What follows belongs to an exercise in optimizing a design on an open flow for small area, a short achievable clock period and few clock cycles; a production flow would make more cautious choices. Only simulation tests tie the RTL to the original design; equivalence was not proved. Power figures rest on the tool's default switching activity, not on a simulated workload.

===== design.v =====
module mctp_tx (
    input  wire        clk,
    input  wire        rst,           
    input  wire        start_valid,
    output wire        start_ready,
    input  wire [12:0] cfg_len,       
    input  wire [7:0]  cfg_mtu,       
    input  wire [31:0] cfg_addr,      
    input  wire        cfg_to,        
    input  wire        cfg_pec_xor,   
    input  wire        cfg_mic,       
    input  wire        in_valid,
    output wire        in_ready,
    input  wire [7:0]  in_data,
    output reg         out_valid,
    input  wire        out_ready,
    output reg  [7:0]  out_data,
    output reg         out_sop,       
    output reg         out_eop        
);
    function [7:0] crc8_lin(input [7:0] b);
        integer i;
        reg [7:0] x;
        begin
            x = b;
            for (i = 0; i < 8; i = i + 1)
                x = x[7] ? ((x << 1) ^ 8'h07) : (x << 1);
            crc8_lin = x;
        end
    endfunction
    function [31:0] crc32_lin(input [7:0] b);
        integer i;
        reg [31:0] x;
        begin
            x = {24'd0, b};
            for (i = 0; i < 8; i = i + 1)
                x = x[0] ? ((x >> 1) ^ 32'h82F63B78) : (x >> 1);
            crc32_lin = x;
        end
    endfunction
    localparam [3:0] S_PAY = 4'd8, S_PEC = 4'd9;
    reg        idle;        
    reg [3:0]  st;          
    reg [31:0] addr;
    reg        to_bit;
    reg        pec_xor;
    reg        mic;
    reg [7:0]  m1;          
    reg [13:0] q;           
    reg [7:0]  p;           
    reg [2:0]  micn;        
    reg        first_pkt;
    reg        last_pkt;
    reg [1:0]  seq;
    reg [7:0]  crc8;
    reg [31:0] crc32;
    reg        fb_pend;     
    reg        fin;         
    reg        in_rdy;
    reg        skid_v;
    reg [7:0]  skid;
    wire        adv      = !out_valid || out_ready;
    wire        acc      = in_valid && in_rdy;
    wire [13:0] d        = q + {6'h3F, ~m1};           
    wire        p_lt     = (p[7:3] == 5'd0) && (p[2:0] <  micn);
    wire        p_le     = (p[7:3] == 5'd0) && (p[2:0] <= micn);
    wire        p_zero   = (p == 8'd0);
    wire        empty    = (p == 8'hFF);
    wire [7:0]  ctrl     = {first_pkt, last_pkt, seq, to_bit, 3'd3};
    wire [7:0]  mic_byte = ~crc32[7:0];
    assign start_ready = idle;
    assign in_ready    = in_rdy;
    always @(posedge clk) begin
        if (rst) begin
            idle      <= 1'b1;
            out_valid <= 1'b0;
            in_rdy    <= 1'b0;
            skid_v    <= 1'b0;
        end else begin
            if (out_valid && out_ready)
                out_valid <= 1'b0;
            if (idle) begin
                if (start_valid) begin
                    idle      <= 1'b0;
                    st        <= 4'd0;
                    addr      <= cfg_addr;
                    to_bit    <= cfg_to;
                    pec_xor   <= cfg_pec_xor;
                    mic       <= cfg_mic;
                    m1        <= cfg_mtu - 8'd1;
                    q         <= {1'b0, cfg_len} + (cfg_mic ? 14'd3 : 14'h3FFF);
                    first_pkt <= 1'b1;
                    seq       <= 2'd0;
                    crc32     <= 32'hFFFFFFFF;
                end
            end else if (!st[3]) begin
                if (adv) begin
                    out_valid <= 1'b1;
                    out_sop   <= (st == 4'd0);
                    out_eop   <= 1'b0;
                    st        <= st + 4'd1;
                    case (st[2:0])
                    3'd0: begin
                        out_data <= addr[7:0];
                        last_pkt <= d[13];
                    end
                    3'd1: begin
                        out_data <= 8'h0F;
                        if (last_pkt) begin
                            p <= q[7:0];
                            q <= 14'h3FFF;
                        end else begin
                            p <= m1;
                            q <= d;
                        end
                        fb_pend <= last_pkt && first_pkt;
                        if (last_pkt && first_pkt)
                            m1 <= 8'd0;
                    end
                    3'd2: begin
                        out_data <= p + 8'd6;
                        micn <= (mic && (q[13] || (q[12:2] == 11'd0 && q[1:0] != 2'd3)))
                                ? 3'd3 - q[2:0] : 3'd0;
                    end
                    3'd3: out_data <= addr[15:8];
                    3'd4: begin
                        out_data <= 8'h01;
                        crc8     <= crc8_lin(8'h01);
                    end
                    3'd5: begin
                        out_data <= addr[23:16];
                        crc8     <= crc8_lin(crc8) ^ crc8_lin(addr[23:16]);
                    end
                    3'd6: begin
                        out_data <= addr[31:24];
                        crc8     <= crc8_lin(crc8) ^ crc8_lin(addr[31:24]);
                    end
                    default: begin
                        out_data <= ctrl;
                        crc8     <= crc8_lin(crc8) ^ crc8_lin(ctrl);
                        st       <= empty ? S_PEC : S_PAY;
                        fin      <= !p_lt;
                        in_rdy   <= !empty && !p_lt;
                    end
                    endcase
                end
            end else if (acc) begin
                crc32 <= {8'd0, crc32[31:8]} ^ crc32_lin(crc32[7:0]) ^ crc32_lin(in_data);
                crc8  <= crc8_lin(crc8) ^ crc8_lin(in_data);
                if (fb_pend) begin
                    m1      <= in_data;
                    fb_pend <= 1'b0;
                end
                if (adv) begin
                    out_valid <= 1'b1;
                    out_sop   <= 1'b0;
                    out_eop   <= 1'b0;
                    out_data  <= in_data;
                end else begin
                    skid   <= in_data;
                    skid_v <= 1'b1;
                end
                p      <= p - 8'd1;
                fin    <= !p_le;
                in_rdy <= adv && !p_zero && !p_le;
                if (p_zero)
                    st <= S_PEC;
            end else if (skid_v) begin
                if (adv) begin
                    out_valid <= 1'b1;
                    out_sop   <= 1'b0;
                    out_eop   <= 1'b0;
                    out_data  <= skid;
                    skid_v    <= 1'b0;
                    in_rdy    <= fin && !st[0];
                end
            end else if (st[0]) begin
                if (adv) begin
                    out_valid <= 1'b1;
                    out_sop   <= 1'b0;
                    out_eop   <= 1'b1;
                    out_data  <= crc8 ^ ((pec_xor && first_pkt && last_pkt) ? m1 : 8'd0);
                    first_pkt <= 1'b0;
                    seq       <= seq + 2'd1;
                    st        <= 4'd0;
                    if (last_pkt)
                        idle <= 1'b1;
                end
            end else if (!fin) begin
                if (adv) begin
                    out_valid <= 1'b1;
                    out_sop   <= 1'b0;
                    out_eop   <= 1'b0;
                    out_data  <= mic_byte;
                    crc32     <= {8'd0, crc32[31:8]};
                    crc8      <= crc8_lin(crc8) ^ crc8_lin(mic_byte);
                    p         <= p - 8'd1;
                    if (p_zero)
                        st <= S_PEC;
                end
            end
        end
    end
endmodule

===== config.mk =====
export PLATFORM = sky130hd
export DESIGN_NAME = mctp_tx
export DESIGN_NICKNAME = mctp_tx
export VERILOG_FILES = /design/flow/design.v
export SDC_FILE = /design/flow/constraint.sdc
export NUM_CORES = 4
export LEC_CHECK = 0
export CAP_MARGIN = 20
export CORE_MARGIN = 2
export CORE_UTILIZATION = 40
export SLEW_MARGIN = 20

===== constraint.sdc =====
create_clock -name core_clock -period 5.0 [get_ports {clk}]
set_input_delay 1.0000 -clock core_clock [delete_from_list [all_inputs] [get_ports {clk}]]
set_output_delay 1.0000 -clock core_clock [all_outputs]
set_load 0.01 [all_outputs]

===== run.sh =====
#!/bin/bash
# synth_recipe.tcl (not shown) runs the flow's synth.tcl, then flattens the netlist and writes it again
# the make line also repeats each setting of config.mk as NAME=value (left out here)
make -C /OpenROAD-flow-scripts/flow DESIGN_CONFIG=/design/flow/config.mk WORK_HOME=/design/flow/orfs CLKGATE_MAP_FILE= SYNTH_SCRIPT=/design/flow/synth_recipe.tcl finish

==> run notes, run 1 <==
* CP delay by family, top: XOR/XNOR gates
* # placed instances at 1363
* Die height at 162 um
* Power density of the placed cells at 303 mW/mm^2
* Overall track demand over capacity in global routing at 0.204
* Quantity of I/O buffers inserted on ports at 81
* Final weighted congestion of routability-driven global placement at 0.856
* Leakage power at 3.98 nW
* Initial cell density of the core at 0.409
* Vias per cell at 5.40
* Final core utilization at 0.474
* Horizontal die dimension at 162 um
* Post-Synthesis Net Count at 1115
* Fin nets at 1162
* Portion of the post-synthesis area used by sequential elements at 0.417
* Clock edge transition at the registers on the reported setup and hold paths at 0.06 ns
* Number of remaining DRC errors at 0
* Grt ovf at 0
* Worst Path Required at 5.14 ns
* Min cycle time layout at 3.42 ns
* Clock buffer depth at 2
* Post-Layout Cell Count at 1395
* 1st-pass router iterations at 5
* TritonCTS clock tree: yes
* HP Class: reg -> reg
* Cell occurring most often along the worst timing path: xnor2_1
* Max H-tree Level at 4
* Maximum clock rate at 0.292 GHz
* Distinct cells, synth at 59
* Area growth from synthesis to layout at 15.9%
* Number of flops mapped to enable cells by yosys at 136
* Maximum resistive drop on vdd at 0.207 mV
* CP Max Fanout at 9
* Netlist Area Pre-Place at 0.00998 mm^2
* Clock buffer count from CTS at 17
* Detailed Place HPWL at 19400 um
* Vias in the first global route at 7441
* Synthesis Warnings at 1
* Initial drt markers at 606
* Core Region at 0.0244 mm^2
* Full die area at 0.0262 mm^2
* Clock tree skew after final layout at 0.0131 ns
* Routed Wire Length at 25900 um
* Setup tns final at 0 ns
* Setup repair after global routing missed its margin: false
* Endpoints failing hold at 0
* Diode count at 0
* Final count of negative-setup-slack endpoints at 0
* Period utilisation layout at 0.684
* Area taken by multi-input logic gates at 0.00543 mm^2
* Latest clock arrival within the worst-skew pair at 0.43 ns
* Via Count at 7539
* CP Capture Type: flip-flop
* Mean area per synthesized cell at 9.87 um^2
* Startpoint class of the critical path: input pin
* Slowest CP cell: clkdlybuf4s50_1
* Longest individual stage delay on the worst path at 0.86 ns
* Post-CTS Hold Fix Bufs at 0
* Root Buffer Master: clkbuf_16
* Cell count after synthesis at 1011
* Number of antenna violations at the first check in global routing at 0
* List of cells traversed by the critical path: clkdlybuf4s50_1, xor2_4, xnor2_1, xnor2_1, xnor2_1, xor2_1, xnor2_1, a211oi_1, a31oi_1
* Max-cap viol count at 0
* Gates resized, CTS repair at 0
* Outcome: no timing/DRC/antenna violations
* Number of synthesized register bits at 140
* Number of placed I/O pins at 82
* Register cell area after layout at 0.00417 mm^2
* Drt wl/cell at 18.6 um
* Primary flip-flop cell chosen by synthesis mapping: edfxtp_1
* Path type of the worst setup path: in -> reg
* # clock sinks at 140
* Data arrival time of the critical path at 3.56 ns
* Global-route wire length before repair at 41300 um
* Fill cell count at 2341
* Sum of buffers and inverters on the critical path at 1
* Worst slew slack as a fraction of its limit at 0.337
* Transition time of the tightest slew-check pin at 0.991 ns
* Share of post-route cells with drive strength above 1 at 0.0588
* Setup Buffers After CTS at 0
* Pin count of the biggest net entering global routing at 58
* Site row count at 57
* Fraction of synthesis flops using an asynchronous set or reset pin at 0
* Count of antenna-violating nets left after detailed routing at 0
* Slew Limit Fails at 0
-- through the flow --
stage | total power, mW | instance area, um^2 | hold WS (ns) | worst slack, ns
final | 3.50 | 11600 | 0.570 | 1.58
after floorplan | 2.09 | 9980 | 0.529 | 0.369
after CTS | 3.52 | 11600 | 0.577 | 1.59
after global routing | 3.67 | 11600 | 0.605 | 1.28
after detailed placement | 2.32 | 11000 | 0.551 | 1.15
after global placement | 2.32 | 11000 | 0.545 | 1.19
-- where the power goes --
group          internal [mW]  switching, mW  total [mW]  leakage (nW)
registers               1.36         0.0569        1.42          1.26
logic                  0.405          0.481       0.886          2.46
clock network          0.680          0.519        1.20         0.260
-- registers in the layout (all words and copies together) (netlist names), 2 cells and up --
signal,count
crc32,32
seq,2
m1,8
out_data,8
p,8
micn,3
q,14
skid,8
crc8,8
st,4
addr,32
-- worst min-delay path: stages, from the launching register on --
cell and delay [ns]:
edfxtp_1 0.34, xnor2_1 0.07, nand2_1 0.06
-- cells in the mapped netlist (3+ instances only) --
| cell type | n | area share |
|---|---|---|
| a21o_1 | 7 | 0.0053 |
| a21oi_1 | 61 | 0.031 |
| mux2_2 | 9 | 0.010 |
| nand2_1 | 83 | 0.031 |
| nand4_1 | 3 | 0.0019 |
| mux2i_1 | 7 | 0.0070 |
| a222oi_1 | 4 | 0.0040 |
| nor4_1 | 9 | 0.0056 |
| inv_1 | 32 | 0.012 |
| nand2b_1 | 9 | 0.0056 |
| xor2_1 | 81 | 0.071 |
| a31oi_1 | 6 | 0.0038 |
| o211ai_1 | 19 | 0.014 |
| a211oi_1 | 4 | 0.0030 |
| a21boi_0 | 5 | 0.0038 |
| nor3_1 | 18 | 0.0090 |
| or3_1 | 17 | 0.011 |
| buf_4 | 4 | 0.0030 |
| o21a_1 | 6 | 0.0045 |
| o22ai_1 | 7 | 0.0044 |
| o21ai_0 | 83 | 0.042 |
| ha_1 | 34 | 0.043 |
| buf_1 | 5 | 0.0019 |
| xor2_2 | 3 | 0.0049 |
| nor2b_1 | 10 | 0.0063 |
| clkbuf_1 | 44 | 0.017 |
| o211a_1 | 4 | 0.0040 |
| nand3_1 | 27 | 0.014 |
| edfxtp_1 | 136 | 0.41 |
| a22oi_1 | 12 | 0.0090 |
| a22o_1 | 3 | 0.0026 |
| and3_1 | 6 | 0.0038 |
| xnor2_1 | 150 | 0.13 |
| buf_2 | 9 | 0.0045 |
| nor2_1 | 59 | 0.022 |
| dfxtp_1 | 4 | 0.0080 |
-- layer usage --
layer | track usage | wire length [um] | vias to the layer above | share of wire
met2 | 0.327 | 12100 | 207 | 0.47
met5 | 0 | 0 | - | 0
met1 | 0.282 | 11900 | 3626 | 0.46
met3 | 0.0373 | 1480 | 26 | 0.057
met4 | 0.0648 | 465 | 0 | 0.018
li1 | - | - | 3680 | -
-- cells in the final DEF (no fill, tap or decap), types with 4 or more instances in the layout --
| cell | synthesis | layout |
|---|---|---|
| ha_1 | 34 | 34 |
| nand2_1 | 83 | 82 |
| o211a_1 | 4 | 4 |
| xor2_1 | 81 | 81 |
| o22ai_1 | 7 | 7 |
| or3_1 | 17 | 17 |
| clkinv_1 | 1 | 5 |
| a211oi_1 | 4 | 4 |
| edfxtp_1 | 136 | 136 |
| buf_4 | 4 | 11 |
| and3_1 | 6 | 6 |
| nor2_1 | 59 | 59 |
| nand3_1 | 27 | 27 |
| mux2_2 | 9 | 9 |
| a22oi_1 | 12 | 12 |
| o211ai_1 | 19 | 19 |
| o21ai_0 | 83 | 83 |
| clkbuf_16 | 0 | 17 |
| o21a_1 | 6 | 6 |
| nor4_1 | 9 | 9 |
| inv_1 | 32 | 32 |
| a21oi_1 | 61 | 61 |
| nor3_1 | 18 | 17 |
| clkdlybuf4s50_1 | 0 | 81 |
| a222oi_1 | 4 | 4 |
| a31oi_1 | 6 | 6 |
| xnor2_1 | 150 | 150 |
| mux2i_1 | 7 | 7 |
| nand2b_1 | 9 | 9 |
| a21o_1 | 7 | 7 |
| nor2b_1 | 10 | 10 |
-- cells by family after synthesis --
family / Yosys count / synth area share
AOI/OAI and AO/OA: 233 / 0.142
xor gates and xnor gates: 241 / 0.223
adders and majority gates: 35 / 0.0446
buffers and inverters: 97 / 0.0406
DFF: 140 / 0.417
muxes: 16 / 0.0172
and+or+nand+nor: 249 / 0.116
-- final timing paths --
check,slack (ns),endpoint,from,cells past startpoint
worst min-delay path,0.57,crc32[2],crc32[10],2
worst max-delay path,1.58,crc32[8],in_data[2],9
worst max register to register,1.73,in_rdy,st[2],7
worst min register to register,0.57,crc32[2],crc32[10],2
-- final cells by class --
class	count	share of cell area
Clock inverter	15	0.0105
Inverter	33	0.0107
Timing Repair Buffer	92	0.0773
Sequential cell	140	0.360
Multi-Input combinational cell	774	0.469
Tap cell	324	0.0351
Clock buffer	17	0.0368
Testbench counts, summed over its fixed seeds: cycles 49,716.
==> run 2, diff against run 1 <==
--- a/config.mk
+++ b/config.mk
@@ -7,5 +7,7 @@
 export LEC_CHECK = 0
+export ABC_CLOCK_PERIOD_IN_PS = 2000
 export CAP_MARGIN = 20
 export CORE_MARGIN = 2
-export CORE_UTILIZATION = 40
+export CORE_UTILIZATION = 55
+export SETUP_SLACK_MARGIN = 2.8
 export SLEW_MARGIN = 20
==> run notes, run 2 <==
* Most common cell after layout, fill and taps aside: edfxtp_1
* Fraction of power consumed by sequential logic at 0.336
* Fraction of synthesis flops using an asynchronous set or reset pin at 0
* Fin nets at 1308
* Commonest non-fill, non-tap cells in the layout: edfxtp_1, buf_4, xnor2_1
* Top cell type by total area after synthesis: edfxtp_1
* Area taken by multi-input logic gates at 0.00692 mm^2
* Psw at 1.32 mW
* Synthesis Warnings at 1
* Clock buffer depth at 2
* Worst-case setup slack after placement at 1.17 ns
* Initial cell density of the core at 0.557
* Mux cell area share after synthesis at 0.0172
* # placed instances at 1264
* Final-layout worst hold slack at 0.557 ns
* CP Capture Type: flip-flop
* Pin count of the biggest net entering global routing at 56
* Routed Wire Length at 33600 um
* Core Region at 0.0179 mm^2
* Number of synthesized register bits at 140
* Share of post-route cells with drive strength above 1 at 0.320
* Via Count at 8974
* Most frequent cell after synthesis: xnor2_1
* Detailed Place HPWL at 19000 um
* Post-route cell area at 0.0144 mm^2
* # clock sinks at 140
* Compound-Gate Fraction of Synth Area at 0.142
* Mean area per synthesized cell at 9.87 um^2
* Vias per cell at 6.21
* Synth top area share at 0.409
* Leakage power at 5.37 nW
* Combinational family with the most area after synthesis: XOR/XNOR gates
* Root Buffer Master: clkbuf_16
* Number of flops mapped to enable cells by yosys at 136
* Distinct cells, synth at 59
* Latest clock arrival within the worst-skew pair at 0.43 ns
* Number of placed I/O pins at 82
* Worst slew slack as a fraction of its limit at 0.315
* Simple-Gate Fraction of Synth Area at 0.116
* Slew Limit Fails at 0
* Transition time of the tightest slew-check pin at 1.03 ns
* Period utilisation layout at 0.531
* TritonCTS clock tree: yes
* Worst Path Required at 5.19 ns
* Share of synthesized cell area in full adder, half adder and majority cells at 0.0446
* Overall power after layout at 4.20 mW
* HP Class: reg -> reg
* Clock tree skew after final layout at 0.0103 ns
* Number of remaining DRC errors at 0
* Register cell area after layout at 0.00417 mm^2
* Grt ovf at 0
* Die height at 139 um
* Proportion of power drawn by combinational gates at 0.349
* Maximum clock rate at 0.377 GHz
* Data arrival time of the critical path at 2.84 ns
* Setup tns final at 0 ns
* Startpoint class of the critical path: input pin
* Vias in the first global route at 8260
* Portion of the post-synthesis area used by sequential elements at 0.417
* Post-Layout Cell Count at 1446
* Outcome: no timing/DRC/antenna violations
* Full die area at 0.0192 mm^2
* Cells taking the most area after synthesis: edfxtp_1, xnor2_1, xor2_1
* Clock buffer count from CTS at 17
* Final core utilization at 0.803
* Max-cap viol count at 0
* Setup repair after global routing missed its margin: true
* Total cell area at the placement stage at 0.0113 mm^2
* 1st-pass router iterations at 5
* Min cycle time layout at 2.65 ns
* Site row count at 49
* Clock edge transition at the registers on the reported setup and hold paths at 0.06 ns
* Count of antenna-violating nets left after detailed routing at 0
* Top post-synthesis cells by count: xnor2_1, edfxtp_1, nand2_1, o21ai_0, xor2_1
* Number of antenna violations at the first check in global routing at 0
* Diode count at 0
* Final count of negative-setup-slack endpoints at 0
* Power density of the placed cells at 292 mW/mm^2
* Area growth from synthesis to layout at 44.0%
* Endpoints failing hold at 0
* Internal power at 2.87 mW
* Cell count after synthesis at 1011
* Overall track demand over capacity in global routing at 0.317
* Netlist Area Pre-Place at 0.00998 mm^2
* Final weighted congestion of routability-driven global placement at 0.882
* Portion of total power attributed to the clock network at 0.315
* Top flop regs: addr: 32 flops, crc32: 32 flops, q: 14 flops
* Switching power as a share of total power at 0.315
* Maximum resistive drop on vdd at 0.382 mV
* Fill cell count at 1039
* Primary flip-flop cell chosen by synthesis mapping: edfxtp_1
* Post-synthesis xor/xnor area fraction at 0.223
* CP Max Fanout at 6
* Initial drt markers at 1016
* Quantity of I/O buffers inserted on ports at 81
* Global-route wire length before repair at 46700 um
* Minimum setup slack in the final design at 2.35 ns
* Max H-tree Level at 4
* Drt wl/cell at 23.2 um
* Horizontal die dimension at 139 um
* Path type of the worst setup path: in -> reg
* Post-Synthesis Net Count at 1115
[run 2: final cells by class]
class,instances,area share
Tap cell,229,0.0199
Inverter,33,0.00888
Clock buffer,19,0.0301
Multi-Input combinational cell,776,0.481
Sequential cell,140,0.290
Clock inverter,13,0.0113
Timing Repair Buffer,236,0.158
[run 2: kinds of logic after synthesis]
family                     after synthesis
AOI/OAI and AO/OA                      233
xor gates and xnor gates               241
adders and majority gates               35
buffers and inverters                   97
DFF                                    140
muxes                                   16
and+or+nand+nor                        249
[run 2: layer usage]
layer / part of all wire / vias to the layer above / routed length (um) / track usage
met3: 0.089 / 109 / 2970 / 0.0573
met1: 0.39 / 4395 / 13000 / 0.425
met4: 0.041 / 0 / 1380 / 0.0994
li1: - / 3965 / - / -
met5: 0 / - / 0 / 0
met2: 0.48 / 505 / 16200 / 0.528
[run 2: path summary, 6_finish.rpt]
check	endpoint	depth (start not counted)	startpoint	slack (ns)
setup reg to reg	crc32[11]	8	crc32[3]	2.36
hold / removal	crc32[2]	2	crc32[10]	0.56
setup / recovery	q[13]	9	cfg_mic	2.35
hold reg to reg	crc32[2]	2	crc32[10]	0.56
[run 2: critical path, stage by stage]
cell and delay (ns):
buf_8 0.08, clkinvlp_4 0.12, buf_4 0.18, ha_4 0.17, a21o_1 0.18, a21o_1 0.19, or4_1 0.49, mux2_4 0.26
and3_4 0.17
[run 2: power groups by stage]
| stage | sequential (mW) | clock [mW] | combinational [mW] |
|---|---|---|---|
| finish | 1.41 | 1.32 | 1.47 |
| global route | 1.41 | 1.37 | 1.54 |
| CTS | 1.40 | 1.33 | 1.17 |
| detailed placement | 1.44 | 0 | 0.941 |
| global placement | 1.44 | 0 | 0.933 |
| floorplan | 1.41 | 0 | 0.741 |
[run 2: repair_timing]
item                       4_1_cts  5_1_grt
setup endpoints to repair      214      154
cloned                           1        2
hold buffers                     0        0
resized for setup              197      126
setup buffers                   94       53
pin swaps                       63       66

## port drivers added, routing unchanged
Ports are ideal in the flow. The routed layouts listed here were re-timed in OpenROAD.
Step 1: set_driving_cell puts a clkbuf_16 on clk and a buf_2 on each other input, an assumption about the parent block.
Step 2, shift: input delay + t, output delay - t, t = (earliest + latest rising clock arrival at the registers) / 2. This alone moves slack from input paths to output paths.
a / b / c = ideal ports / drivers / drivers and shift; a / b = the first two.
run | t (ns) | slack for setup (ns) | hold WS [ns] | latest minus earliest clock arrival (ns) | slew at the worst register clock pin (ns)
run 1 | 0.472 | 1.581 / 1.587 / 1.115 | 0.570 / 0.570 / 0.570 | 0.014 / 0.014 | 0.07 / 0.07
run 2 | 0.475 | 2.347 / 2.343 / 1.868 | 0.557 / 0.557 / 0.557 | 0.010 / 0.010 | 0.07 / 0.07
After both steps every run listed still meets setup and hold. For run 2, which loses most, drivers alone change the setup slack by -0.004 ns; drivers and shift together by -0.479 ns.
